This is an optimization exercise on Yosys and OpenROAD, whose aim is small area, a short achievable clock period and few clock cycles per item, not a production implementation. At most, simulation tests tie the RTL to the original design; equivalence was not proved. Power figures rest on the tool's default switching activity, not on a simulated workload.

==> inputs of 03-14 <==
Design bpp_codec, start of the top module:
module bpp_codec (
    input  wire        clk,
    input  wire        rst,
    input  wire        cmd_valid,
    output wire        cmd_ready,
    input  wire        cmd_unpack,
    input  wire [1:0]  cmd_fam,
    input  wire [5:0]  cmd_bw,
    input  wire [31:0] cmd_init,
    input  wire        in_valid,
    output wire        in_ready,
    input  wire [31:0] in_data,
    output wire        out_valid,
    input  wire        out_ready,
    output wire [31:0] out_data,
    output reg         res_valid,
    output reg  [2:0]  res_err,
    output reg  [5:0]  res_bw,
    output reg  [31:0] res_seed,
    output reg  [7:0]  res_count,
    output reg  [5:0]  res_nrec
);
clock: 11.0 ns
lec_check: 0
cap_margin: 20
core_margin: 2
core_utilization: 40
slew_margin: 20
run.sh (not shown) runs the stock make flow with config.mk's settings and CLKGATE_MAP_FILE= SYNTH_SCRIPT=/design/flow/synth_recipe.tcl, a recipe that flattens the netlist after the stock synthesis.
==> 02-28 (differences from 03-14) <==
--- a/flow/design.v
+++ b/flow/design.v
@@ -65,17 +65,16 @@
     reg [5:0]  l_j;
     reg [4:0]  l_p;          
     reg [6:0]  l_need;       
     reg [31:0] v_r;
     reg        lb_valid, lb_first, lb_last, lb_u;
     reg [1:0]  lb_fam;
     reg [5:0]  lb_bw;
     reg [31:0] l_prev;       
-    reg        l_subz;       
     reg [31:0] or_acc;
     reg        l_zero;
     reg        l2_valid, l2_first, l2_tag, l2_gap, l2_hit;
     reg [4:0]  l2_addr;
     reg [4:0]  l_base;
     reg        rn_valid;
     reg [1:0]  rn_type;
     reg [1:0]  rn_fam;
@@ -89,48 +88,50 @@
     reg        e_bwv;
     reg        e_auto;
     reg [2:0]  e_err;
     reg [4:0]  e_addr;
     reg        e_hit;
     reg [5:0]  e_j;
     reg [4:0]  e_p;
     reg [4:0]  e_amt;
+    reg        rd_prev, rd_prev_first;
     reg        b_valid;
     reg [1:0]  b_type;
     reg [1:0]  b_fam;
     reg [5:0]  b_bw;
     reg [2:0]  b_err;
     reg        b_first, b_last, b_cross;
     reg [4:0]  b_p;
     reg [31:0] rot_reg;
     reg [31:0] acc;
     reg [31:0] seed_e;
     reg        o0_full, o0_tok, o0_last;
     reg [31:0] o0_d;
     reg        o1_full, o1_tok, o1_last;
     reg [31:0] o1_d;
     reg        out_vld;
+    reg [1:0]  rp_type;
+    reg [1:0]  rp_fam;
     reg [5:0]  rp_bw;
     reg [2:0]  rp_err;
     reg [31:0] rp_seed;
-    reg [7:0]  rp_count;
-    reg        rp_nrec;
     assign cmd_ready = cmd_rdy;
     wire cmd_fire = cmd_valid & cmd_rdy;
     wire [2:0] cmd_err = (cmd_bw > 6'd32) ? 3'd3 :
                          (cmd_unpack && cmd_bw == 6'd0) ? 3'd4 : 3'd0;
     wire own_l = (l_pu != 6'd0);
     wire own_i = ~own_l & (i_pu != 6'd0);
     assign in_ready = in_rdy;
     wire push = in_valid & in_rdy;
     wire q0v = (qn != 2'd0);
     wire q1v = qn[1];
-    reg  live_r, okf_r;
-    assign l2_we = l2_valid & ~live_r & (l2_first ? okf_r : l2_hit);
+    wire live = e_valid & (e_type != T_X) & ~l2_tag & ~rd_prev;
+    assign l2_we = l2_valid & ~live &
+                   (l2_first ? ~(l2_gap & rd_prev_first) : l2_hit);
     wire lb_fire = lb_valid & (~l2_valid | l2_we) & (~lb_last | ~rn_valid);
     wire        l_span = (l_need > 7'd32);
     wire        l_adv  = l_need[5] | l_need[6];
     wire        l1_fire = l_valid & (l_j != 6'd32) & q0v & (~l_u | ~l_span | q1v) &
                           (~lb_valid | lb_fire);
     wire        q_pop  = l1_fire & (~l_u | l_adv);
     wire        l_first = (l_j == 6'd0);
     wire [31:0] lo_p   = lomask({1'b0, l_p});
@@ -140,21 +141,21 @@
     wire [31:0] vm     = mm[31:0] & umask;
     wire [31:0] v_nx   = (l_u & (l_fam == 2'd3)) ? {vm[0], vm[31:1] ^ {31{vm[0]}}} : vm;
     wire [31:0] psub   = (l_fam == 2'd0) ? 32'd0 :
                          (l_fam == 2'd1) ? 32'd1 :
                          (l_first ? q0 : v_r);
     wire [31:0] ubase  = (l_fam == 2'd0) ? 32'd0 :
                          (l_fam == 2'd1) ? 32'd1 : i_init;
     wire        famd_b = lb_fam[1];
-    wire [32:0] add_s  = {1'b0, v_r} + {1'b0, l_prev};
-    wire        lt     = ~add_s[32] & ~l_subz;       
+    wire [32:0] add_s  = {1'b0, v_r} + {1'b0, l_prev} + {32'd0, ~lb_u};
+    wire        lt     = ~add_s[32];
     wire [31:0] tf     = (lb_fam == 2'd3) ? {add_s[30:0] ^ {31{lt}}, lt} : add_s[31:0];
     wire [31:0] wd     = lb_u ? add_s[31:0] : ((famd_b & lb_first) ? v_r : tf);
-    wire        zero_fin = (lb_first ? 1'b0 : l_zero) | (~lb_u & (lb_fam == 2'd1) & (v_r == 32'd0));
+    wire        zero_fin = (lb_first ? 1'b0 : l_zero) | (~lb_u & (lb_fam == 2'd1) & lt);
     wire [31:0] sm1 = or_acc | {1'b0, or_acc[31:1]};
     wire [31:0] sm2 = sm1 | {2'b0, sm1[31:2]};
     wire [31:0] sm4 = sm2 | {4'b0, sm2[31:4]};
     wire [31:0] sm8 = sm4 | {8'b0, sm4[31:8]};
     wire [31:0] sm  = sm8 | {16'b0, sm8[31:16]};      
     wire [32:0] top = {1'b0, sm} & ~{2'b0, sm[31:1]};  
     reg  [5:0]  enc_bw;
     integer k;
@@ -205,40 +206,31 @@
     wire i_to_r  = i_valid & ~i_ok & ~l_valid & ~lb_valid & ~rn_valid & e_free;
     wire hand    = lb_fire & lb_last;                  
     wire [1:0] h_type = lb_u ? T_U : (zero_fin ? T_X : T_P);
     wire hand_r  = hand & e_free;                      
     wire hand_n  = hand & ~e_free;                     
     wire rn_to_r = rn_valid & e_free;
     wire e_load  = hand_r | rn_to_r | i_to_r;
     wire [4:0] base_n = rn_to_r ? rn_base : l_base;
-    wire       e_valid_nx = e_load | (e_valid & ~(a_fire & e_last));
-    wire [1:0] e_type_nx  = rn_to_r ? rn_type : hand_r ? h_type : i_to_r ? T_X : e_type;
-    wire       l2_tag_nx  = lb_fire ? hand_r : (rn_to_r | l2_tag);
-    wire       l2_gap_nx  = lb_fire ? (lb_u | (lb_bw == 6'd32)) : l2_gap;
-    wire       live_nx    = e_valid_nx & (e_type_nx != T_X) & ~l2_tag_nx & ~a_fire_r;
-    wire       okf_nx     = ~(l2_gap_nx & a_fire_r & e_first);
     wire [5:0] l_pu_n = l_pu - {5'd0, push & own_l};
     wire [5:0] i_pu_n = i_pu - {5'd0, push & own_i};
     wire       i_valid_n = cmd_fire | (i_valid & ~(i_to_l | i_to_r));
     wire [5:0] i_pu_nx   = cmd_fire ? ((cmd_err != 3'd0) ? 6'd0 : (cmd_unpack ? cmd_bw : 6'd32)) :
                            (i_to_l | i_to_r) ? 6'd0 : i_pu_n;
     wire [5:0] l_pu_nx   = i_to_l ? i_pu_n : l_pu_n;
     wire       uip_n     = (i_to_l & i_unpack) | (u_init_pend & ~(l1_fire & l_u & l_first));
     wire [1:0] qn_pop    = qn - {1'b0, q_pop};
     wire [1:0] qn_n      = qn_pop + {1'b0, push};
-    wire [31:0] q0_keep = q0v ? q0 : in_data;
-    wire [31:0] q0_pop  = qn[1] ? q1 : in_data;
-    wire [31:0] q1_keep = qn[1] ? q1 : in_data;
-    wire [31:0] q1_pop  = (qn == 2'd3) ? q2 : in_data;
-    wire        q2_hold = (qn == 2'd3);
+    wire [31:0] qa = q_pop ? q1 : q0;
+    wire [31:0] qb = q_pop ? q2 : q1;
     always @(posedge clk) begin
-        q0 <= q_pop ? q0_pop : q0_keep;
-        q1 <= q_pop ? q1_pop : q1_keep;
-        q2 <= (q2_hold & ~q_pop) ? q2 : in_data;
+        q0 <= (push && qn_pop == 2'd0) ? in_data : qa;
+        q1 <= (push && qn_pop == 2'd1) ? in_data : qb;
+        q2 <= (push && qn_pop == 2'd2) ? in_data : q2;
         if (cmd_fire) begin
             i_unpack <= cmd_unpack;
             i_fam    <= cmd_fam;
             i_bw     <= cmd_bw;
             i_init   <= cmd_init;
             i_err    <= cmd_err;
         end
         if (i_to_l) begin
@@ -261,20 +253,18 @@
         end
         if (lb_fire) begin
             or_acc <= lb_first ? tf : (or_acc | tf);
             l_zero <= zero_fin;
             l2_d   <= wd;
             l2_first <= lb_first;
             l2_gap   <= lb_u | (lb_bw == 6'd32);
         end
-        if (l1_fire & ~l_u) begin
-            l_prev <= 32'd0 - psub;
-            l_subz <= (psub == 32'd0);
-        end
+        if (l1_fire & ~l_u)
+            l_prev <= ~psub;
         else if (l1_fire & l_first)
             l_prev <= ubase;
         else if (lb_fire & lb_u & famd_b)
             l_prev <= add_s[31:0];
         if (l2_we) begin
             l2_addr <= ph;
             if (l2_first) l_base <= wa;
         end
@@ -323,17 +313,18 @@
             e_type <= T_X;
             e_fam  <= i_fam;
             e_bw   <= 6'd0;
             e_auto <= 1'b0;
             e_err  <= i_err;
         end else if (e_valid & ~e_bwv) begin
             e_bw   <= enc_bw;
         end
-        okf_r <= okf_nx;
+        rd_prev       <= a_fire_r;
+        rd_prev_first <= a_fire_r & e_first;
         if (a_fire) begin
             b_type  <= e_type;
             b_fam   <= e_fam;
             b_bw    <= bw_now;
             b_err   <= e_err;
             b_first <= e_first;
             b_last  <= e_last;
             b_cross <= adv;
@@ -354,22 +345,21 @@
             o0_last <= b_last;
         o0_tok <= o0_tok_n;
         if (o1_take) begin
             o1_d    <= bd;
             o1_tok  <= b_tok;
             o1_last <= b_last;
         end
         if (ins & b_last) begin
-            rp_bw    <= (b_type == T_X) ? 6'd0 : b_bw;
-            rp_err   <= b_err;
-            rp_seed  <= (b_type == T_P) ? seed_e : 32'd0;
-            rp_count <= (b_type == T_X) ? 8'd0 :
-                        ((b_type == T_U) && (b_fam == 2'd2)) ? 8'd32 : {b_bw, 2'b00};
-            rp_nrec  <= (b_type == T_U) && b_fam[0];
+            rp_type <= b_type;
+            rp_fam  <= b_fam;
+            rp_bw   <= (b_type == T_X) ? 6'd0 : b_bw;
+            rp_err  <= b_err;
+            rp_seed <= (b_type == T_P) ? seed_e : 32'd0;
         end
     end
     always @(posedge clk) begin
         if (rst) begin
             qn          <= 2'd0;
             in_rdy      <= 1'b0;
             i_valid     <= 1'b0;
             i_pu        <= 6'd0;
@@ -377,17 +367,16 @@
             cmd_rdy     <= 1'b0;
             l_valid     <= 1'b0;
             l_pu        <= 6'd0;
             l_j         <= 6'd0;
             lb_valid    <= 1'b0;
             l2_valid    <= 1'b0;
             l2_tag      <= 1'b0;
             rn_valid    <= 1'b0;
-            live_r      <= 1'b0;
             e_valid     <= 1'b0;
             e_bwv       <= 1'b0;
             b_valid     <= 1'b0;
             o0_full     <= 1'b0;
             o1_full     <= 1'b0;
             out_vld     <= 1'b0;
             res_valid   <= 1'b0;
         end else begin
@@ -414,17 +403,16 @@
             if (lb_fire)
                 l2_valid <= 1'b1;
             else if (l2_we)
                 l2_valid <= 1'b0;
             if (lb_fire)
                 l2_tag <= hand_r;
             else if (rn_to_r)
                 l2_tag <= 1'b1;
-            live_r <= live_nx;
             if (hand_n)
                 rn_valid <= 1'b1;
             else if (rn_to_r)
                 rn_valid <= 1'b0;
             if (e_load) begin
                 e_valid <= 1'b1;
                 e_bwv   <= hand_r ? (lb_u | (lb_bw != 6'd0)) : 1'b1;
             end else begin
@@ -442,12 +430,12 @@
             res_valid <= res_n;
             out_vld   <= o0_full_n & ~o0_tok_n & ~res_n;
         end
     end
     always @(*) begin
         res_err   = rp_err;
         res_bw    = rp_bw;
         res_seed  = rp_seed;
-        res_count = rp_count;
-        res_nrec  = {rp_nrec, 5'd0};
+        res_count = ((rp_type == T_U) && (rp_fam == 2'd2)) ? 8'd32 : {rp_bw, 2'b00};
+        res_nrec  = ((rp_type == T_U) && rp_fam[0]) ? 6'd32 : 6'd0;
     end
 endmodule
==> 05-09 (differences from 03-14) <==
Settings changed: CTS_BUF_LIST from default to sky130_fd_sc_hd__clkbuf_4 sky130_fd_sc_hd__clkbuf_8, CTS_CLUSTER_SIZE from default to 20.
==> notes <==
Sequential power is about the same in 03-14 and 05-09.
In flip-flop and latch count, 03-14 and 05-09 do not differ.
The highest clock power belongs to 02-28, the lowest to 05-09.
Design area: 05-09 > 03-14 > 02-28.
Between 02-28 and 05-09, the lower die area is in 02-28 (gap 3.4%, measured against 05-09).
Fmax, lowest first: 02-28, 03-14, 05-09.
In 02-28 the global-route usage is lower than in 05-09, by 2.3 points.
==> figures <==
metric                                                                               05-09                    03-14                    02-28
Outcome                                                            complete, no violations  complete, no violations  complete, no violations
Fraction of the mapped netlist area in compound gates                                12.3%                    12.3%                    9.94%
Mean routed wirelength per cell                                                    20.2 um                  20.5 um                  18.5 um
Multi-input logic portion of the cell area                                           26.6%                    26.7%                    24.3%
Headroom to the max-slew limit                                                       26.2%                    27.7%                    30.2%
Buffers plus inverters on the worst setup path                                           1                        1                        2
Comb power frac                                                                       7.5%                     7.5%                     6.9%
Area of combinational cells with multiple inputs                               0.0179 mm^2              0.0179 mm^2              0.0159 mm^2
Reg area                                                                       0.0387 mm^2              0.0387 mm^2              0.0390 mm^2
Total routing resource utilization after global routing                              18.9%                    18.7%                    16.6%
Number of sinks on the clock net                                                      1665                     1665                     1661
Most used cell, CP                                                                 a21oi_1                  a21oi_1                        -
Top routing layer in use                                                              met5                     met5                     met4
Final standard cell count with taps included and fillers excluded                     7030                     6863                     6439
Placer congestion estimate                                                           0.920                    0.920                    0.899
Testbench counts of 03-14, summed over its fixed seeds: cycles 34,240, blocks 1,024.
Testbench counts of 02-28, summed over its fixed seeds: cycles 34,240, blocks 1,024.
Testbench counts of 05-09, summed over its fixed seeds: cycles 34,240, blocks 1,024.

==> inputs of xenon <==
Another version of the RTL of bpp_codec (not shown whole).
==> flow/config.mk <==
export PLATFORM = sky130hd
export DESIGN_NAME = bpp_codec
export DESIGN_NICKNAME = bpp_codec
export VERILOG_FILES = /design/flow/design.v
export SDC_FILE = /design/flow/constraint.sdc
export NUM_CORES = 4
export LEC_CHECK = 0
export CAP_MARGIN = 20
export CORE_MARGIN = 2
export CORE_UTILIZATION = 40
export SLEW_MARGIN = 20
==> flow/constraint.sdc <==
create_clock -name core_clock -period 11.0 [get_ports {clk}]
set_input_delay 2.2000 -clock core_clock [delete_from_list [all_inputs] [get_ports {clk}]]
set_output_delay 2.2000 -clock core_clock [all_outputs]
set_load 0.01 [all_outputs]
standard.sh (not shown) runs the stock make flow with config.mk's settings and CLKGATE_MAP_FILE= SYNTH_SCRIPT=/design/flow/synth_recipe.tcl, a recipe that flattens the netlist after the stock synthesis.
==> flow/flow/run.sh <==
#!/bin/bash
set -euo pipefail
export BUFFER_PORTS_ARGS="-buffer_cell sky130_fd_sc_hd__buf_4"
export SETUP_SLACK_MARGIN=7.6
bash standard.sh > flow_make.log 2>&1
==> raven: changes against xenon <==
--- a/flow/design.v
+++ b/flow/design.v
@@ -41,15 +41,15 @@
         ring[991:960]  <= l2_we ? l2_d : ring[1023:992];
         ring[959:0]    <= ring[991:32];
     end
     always @(posedge clk) begin
         if (rst) ph <= 5'd0;
         else     ph <= ph + 5'd1;
     end
-    reg [31:0] q0, q1, q2;
+    reg [31:0] q0, q1;
     reg [1:0]  qn;
     reg        in_rdy;
     reg        i_valid;
     reg        i_unpack;
     reg [1:0]  i_fam;
     reg [5:0]  i_bw;
     reg [31:0] i_init;
@@ -93,21 +93,22 @@
     reg [4:0]  e_addr;
     reg        e_hit;
     reg [5:0]  e_j;
     reg [4:0]  e_p;
     reg [4:0]  e_amt;
     reg        e_adv;        
     reg [31:0] acc;
-    reg [31:0] seed_e;
+    reg [31:0] seed_e;       
+    reg        seed_cap;
     reg        o0_full, o0_tok, o0_last;
     reg [31:0] o0_d;
     reg        out_vld;
     reg [5:0]  rp_bw;
     reg [2:0]  rp_err;
-    reg [31:0] rp_seed;
+    reg        rp_seedv;
     reg [7:0]  rp_count;
     reg        rp_nrec;
     assign cmd_ready = cmd_rdy;
     wire cmd_fire = cmd_valid & cmd_rdy;
     wire [2:0] cmd_err = (cmd_bw > 6'd32) ? 3'd3 :
                          (cmd_unpack && cmd_bw == 6'd0) ? 3'd4 : 3'd0;
     wire own_l = (l_pu != 6'd0);
@@ -115,16 +116,15 @@
     assign in_ready = in_rdy;
     wire push = in_valid & in_rdy;
     wire q0v = (qn != 2'd0);
     wire q1v = qn[1];
     reg  live_r, okf_r;
     assign l2_we = l2_valid & ~live_r & (l2_first ? okf_r : l2_hit);
     wire lb_fire = lb_valid & (~l2_valid | l2_we) & (~lb_last | ~rn_valid);
-    wire        l_span = (l_need > 7'd32);
-    wire        l_adv  = l_need[5] | l_need[6];
+    reg         l_span, l_adv;    
     wire        l1_fire = l_valid & ~l_done & q0v & (~l_u | ~l_span | q1v) &
                           (~lb_valid | lb_fire);
     wire        q_pop  = l1_fire & (~l_u | l_adv);
     wire [47:0] fs1    = l_p[4] ? {q1, q0[31:16]}       : {q1[15:0], q0};
     wire [39:0] fs2    = l_p[3] ? fs1[47:8] : fs1[39:0];
     wire [35:0] fs3    = l_p[2] ? fs2[39:4] : fs2[35:0];
     wire [33:0] fs4    = l_p[1] ? fs3[35:2] : fs3[33:0];
@@ -161,15 +161,16 @@
     wire [6:0] need   = e_first ? {1'b0, bw_now} : ({2'b00, e_p} + {1'b0, e_bw});
     wire       adv_first = (e_auto & ~e_bwv) ? or_acc[31] : e_bw[5];
     wire       adv    = e_first ? adv_first : e_adv;
     wire [6:0] need_nx = {2'b00, need[4:0]} + {1'b0, bw_now};
     wire o_consume = o0_full & ~res_valid & (o0_tok | out_ready);
     wire o_free    = ~o0_full | o_consume;
     wire r_out    = (e_type != T_P) | adv;           
-    wire a_ok     = ~r_out | (o_free & ~(e_last & ((o0_full & o0_last) | res_valid)));
+    wire a_ok     = (~r_out | (o_free & ~(e_last & ((o0_full & o0_last) | res_valid)))) &
+                    ~((e_type == T_P) & e_first & o0_full & o0_last & ~o_consume);
     wire a_fire_r = e_valid & (e_type != T_X) & e_hit & a_ok;
     wire a_fire_x = e_valid & (e_type == T_X) & a_ok;
     wire a_fire   = a_fire_r | a_fire_x;
     wire e_last   = (e_type == T_X) | (e_j == 6'd31);
     wire e_free   = ~e_valid | (a_fire & e_last);
     wire        raw0   = e_first & e_fam[1];
     wire [31:0] pmask  = (e_auto | raw0 | (e_type == T_U)) ? 32'hFFFF_FFFF : lomask(e_bw);
@@ -214,29 +215,43 @@
     wire       i_valid_n = cmd_fire | (i_valid & ~(i_to_l | i_to_r));
     wire [5:0] i_pu_nx   = cmd_fire ? ((cmd_err != 3'd0) ? 6'd0 : (cmd_unpack ? cmd_bw : 6'd32)) :
                            (i_to_l | i_to_r) ? 6'd0 : i_pu_n;
     wire [5:0] l_pu_nx   = i_to_l ? i_pu_n : l_pu_n;
     wire       uip_n     = (i_to_l & i_unpack) | (u_init_pend & ~(l1_fire & l_u & l_first));
     wire [1:0] qn_pop    = qn - {1'b0, q_pop};
     wire [1:0] qn_n      = qn_pop + {1'b0, push};
-    wire       qn_full_n = ~q_pop & ((qn == 2'd3) | ((qn == 2'd2) & push));
+    wire       l_valid_nx  = i_to_l | (l_valid & ~(l_last_fire | l_done));
+    wire       l_done_nx   = ~i_to_l & (l1_fire ? l_last : l_done);
+    wire       l_u_nx      = i_to_l ? i_unpack : l_u;
+    wire [6:0] l_need_nx   = i_to_l ? (i_unpack ? {1'b0, i_bw} : 7'd0) :
+                             (l1_fire & l_u) ? ({2'b00, l_need[4:0]} + {1'b0, l_bw}) : l_need;
+    wire       l_span_nx   = (l_need_nx > 7'd32);
+    wire       l_adv_nx    = l_need_nx[5] | l_need_nx[6];
+    wire       lb_valid_nx = l1_fire | (lb_valid & ~lb_fire);
+    wire       lb_last_nx  = l1_fire ? l_last : lb_last;
+    wire       rn_valid_nx = hand_n | (rn_valid & ~rn_to_r);
+    wire       l2_valid_nx = lb_fire | (l2_valid & ~l2_we);
+    wire       l2_first_nx = lb_fire ? lb_first : l2_first;
+    wire       l2_hit_nx   = l2_we | (ph == l2_addr);
+    wire       l2_we_nx    = l2_valid_nx & ~live_nx & (l2_first_nx ? okf_nx : l2_hit_nx);
+    wire       lb_fire_nx  = lb_valid_nx & (~l2_valid_nx | l2_we_nx) & (~lb_last_nx | ~rn_valid_nx);
+    wire       l1_fire_nx  = l_valid_nx & ~l_done_nx & (qn_n != 2'd0) &
+                             (~l_u_nx | ~l_span_nx | qn_n[1]) & (~lb_valid_nx | lb_fire_nx);
+    wire       q_pop_nx    = l1_fire_nx & (~l_u_nx | l_adv_nx);
+    wire       q_room_nx   = ~qn_n[1] | q_pop_nx;
     wire       l_nz_af   = (push & own_l) ? (|l_pu[5:1]) : (|l_pu);
     wire       i_nz_af   = (push & own_i) ? (|i_pu[5:1]) : (|i_pu);
     wire       l_nz_nx   = i_to_l ? i_nz_af : l_nz_af;
     wire       i_nz_nx   = cmd_fire ? ((cmd_err == 3'd0) & (~cmd_unpack | (cmd_bw != 6'd0))) :
                            (i_to_l | i_to_r) ? 1'b0 : i_nz_af;
     wire [31:0] q0_keep = q0v ? q0 : in_data;
     wire [31:0] q0_pop  = qn[1] ? q1 : in_data;
-    wire [31:0] q1_keep = qn[1] ? q1 : in_data;
-    wire [31:0] q1_pop  = (qn == 2'd3) ? q2 : in_data;
-    wire        q2_hold = (qn == 2'd3);
     always @(posedge clk) begin
         q0 <= q_pop ? q0_pop : q0_keep;
-        q1 <= q_pop ? q1_pop : q1_keep;
-        q2 <= (q2_hold & ~q_pop) ? q2 : in_data;
+        q1 <= (qn[1] & ~q_pop) ? q1 : in_data;
         if (cmd_fire) begin
             i_unpack <= cmd_unpack;
             i_fam    <= cmd_fam;
             i_bw     <= cmd_bw;
             i_init   <= cmd_init;
             i_err    <= cmd_err;
         end
@@ -325,35 +340,38 @@
             e_bw   <= 6'd0;
             e_auto <= 1'b0;
             e_err  <= i_err;
         end else if (e_valid & ~e_bwv) begin
             e_bw   <= enc_bw;
         end
         okf_r <= okf_nx;
+        seed_cap <= a_fire_r & (e_type == T_P) & e_first & e_fam[1];
+        if (seed_cap) seed_e <= ring[1023:992];
         if (a_fire & (e_type == T_P)) begin
             acc <= adv ? sp : wf;
-            if (e_first) seed_e <= e_fam[1] ? rot : 32'd0;
         end
         if (ins) begin
             o0_d    <= bd;
             o0_last <= e_last;
         end
         o0_tok <= o0_tok_n;
         if (ins & e_last) begin
             rp_bw    <= (e_type == T_X) ? 6'd0 : bw_now;
             rp_err   <= e_err;
-            rp_seed  <= (e_type == T_P) ? seed_e : 32'd0;
+            rp_seedv <= (e_type == T_P) & e_fam[1];
             rp_count <= (e_type == T_X) ? 8'd0 :
                         ((e_type == T_U) && (e_fam == 2'd2)) ? 8'd32 : {bw_now, 2'b00};
             rp_nrec  <= (e_type == T_U) && e_fam[0];
         end
     end
     always @(posedge clk) begin
         if (rst) begin
             qn          <= 2'd0;
+            l_span      <= 1'b0;
+            l_adv       <= 1'b0;
             in_rdy      <= 1'b0;
             i_valid     <= 1'b0;
             i_pu        <= 6'd0;
             u_init_pend <= 1'b0;
             cmd_rdy     <= 1'b0;
             l_valid     <= 1'b0;
             l_pu        <= 6'd0;
@@ -369,15 +387,17 @@
             e_valid     <= 1'b0;
             e_bwv       <= 1'b0;
             o0_full     <= 1'b0;
             out_vld     <= 1'b0;
             res_valid   <= 1'b0;
         end else begin
             qn      <= qn_n;
-            in_rdy  <= ~qn_full_n & (l_nz_nx | i_nz_nx);
+            in_rdy  <= q_room_nx & (l_nz_nx | i_nz_nx);
+            l_span  <= l_span_nx;
+            l_adv   <= l_adv_nx;
             i_valid     <= i_valid_n;
             i_pu        <= i_pu_nx;
             u_init_pend <= uip_n;
             cmd_rdy     <= ~i_valid_n & ~uip_n;
             l_pu <= l_pu_nx;
             if (i_to_l) begin
                 l_valid <= 1'b1;
@@ -425,12 +445,12 @@
             res_valid <= res_n;
             out_vld   <= o0_full_n & ~o0_tok_n & ~res_n;
         end
     end
     always @(*) begin
         res_err   = rp_err;
         res_bw    = rp_bw;
-        res_seed  = rp_seed;
+        res_seed  = rp_seedv ? seed_e : 32'd0;
         res_count = rp_count;
         res_nrec  = {rp_nrec, 5'd0};
     end
 endmodule
==> flow/flow/run.sh (replaced) <==
#!/bin/bash
set -euo pipefail
export BUFFER_PORTS_ARGS="-buffer_cell sky130_fd_sc_hd__buf_4"
export SETUP_SLACK_MARGIN=7.2
bash standard.sh > flow_make.log 2>&1
==> flow/config.mk (replaced) <==
export PLATFORM = sky130hd
export DESIGN_NAME = bpp_codec
export DESIGN_NICKNAME = bpp_codec
export VERILOG_FILES = /design/flow/design.v
export SDC_FILE = /design/flow/constraint.sdc
export NUM_CORES = 4
export LEC_CHECK = 0
export CAP_MARGIN = 20
export CORE_MARGIN = 2
export CORE_UTILIZATION = 55
export CTS_BUF_LIST = sky130_fd_sc_hd__clkbuf_16
export CTS_CLUSTER_DIAMETER = 80
export CTS_CLUSTER_SIZE = 25
export PLACE_DENSITY = 0.7
export SLEW_MARGIN = 20
==> notes <==
Maximum frequency: raven is smaller than xenon (8.8%). Of raven and xenon, xenon has the higher combinational power (gap about 30%, measured against xenon). Against xenon, the register-to-register slack of raven is lower by 0.14 ns. Die area: raven is smaller than xenon (30%). Of raven and xenon, xenon has the higher design area (gap 15%, measured against xenon). xenon went through all stages and came out clean. raven passed the timing, design-rule and antenna checks. In xenon the global-route usage is lower than in raven, by 4.6 points. Against xenon, the non-clock buffer count of raven is lower by 158.
==> figures <==
item                                                                          xenon                    raven
Final Cell Area                                                           67500 um2                57300 um2
CTS buffer count                                                                156                       75
Count of flip-flops with a built-in enable after synthesis                      454                      413
Beginning of the worst hold path                                          ring[499]                ring[117]
Finished Layout Cells                                                          6553                     5508
Data-path buffer share of cell area in the final layout                       5.96%                    3.69%
First-pass GRT wire length                                                201000 um                177000 um
Via density                                                                    5.25                     5.70
Final hold slack                                                           0.273 ns                 0.315 ns
Final Core Density                                                            50.4%                    61.4%
Pin count of the biggest net entering global routing                             85                       75
R2R cell count                                                                    9                       10
Clk. pwr                                                                    5.41 mW                  3.05 mW
CP bufs+invs                                                                      1                        4
Worst endpoint data arrival time                                            4.17 ns                  1.80 ns
Result of the run                                           complete, no violations  complete, no violations
Testbench counts of raven, summed over its fixed seeds: cycles 34,232, blocks 1,024.
Only the layout flow was run in xenon; the RTL was not checked for function there.

re-timing with driven ports:
Ports are ideal in the flow. The routed layouts listed here were re-timed in OpenROAD.
Step 1: set_driving_cell puts a clkbuf_16 on clk and a buf_2 on each other input, an assumption about the parent block.
Step 2 adds t to the input delays and takes it off the output delays; t is the mean of the earliest and latest rising clock arrival at the registers after step 1. Input paths then give back, and output paths get back, about the clock's delay inside the block.
a / b / c = no drivers / after step 1 / after step 2; a / b = the first two.
run	t (ns)	setup WS [ns]	worst setup path after step 2	latest minus earliest clock arrival (ns)	slew at the worst register clock pin (ns)
03-14	0.855	6.485 / 6.485 / 6.240	input to register	0.057 / 0.057	0.07 / 0.07
02-28	0.851	6.015 / 5.943 / 6.109	input to register	0.071 / 0.071	0.07 / 0.07
05-09	1.014	6.510 / 6.510 / 6.269	input to register	0.085 / 0.085	0.07 / 0.07
xenon	0.850	7.355 / 7.301 / 6.625	input to register	0.098 / 0.098	0.07 / 0.07
raven	0.726	7.004 / 6.938 / 6.599	input to register	0.039 / 0.039	0.11 / 0.11
After both steps setup and hold are still met in every run listed. The setup slack of xenon, which loses most, moves by -0.054 ns with the drivers and by -0.730 ns with both steps.
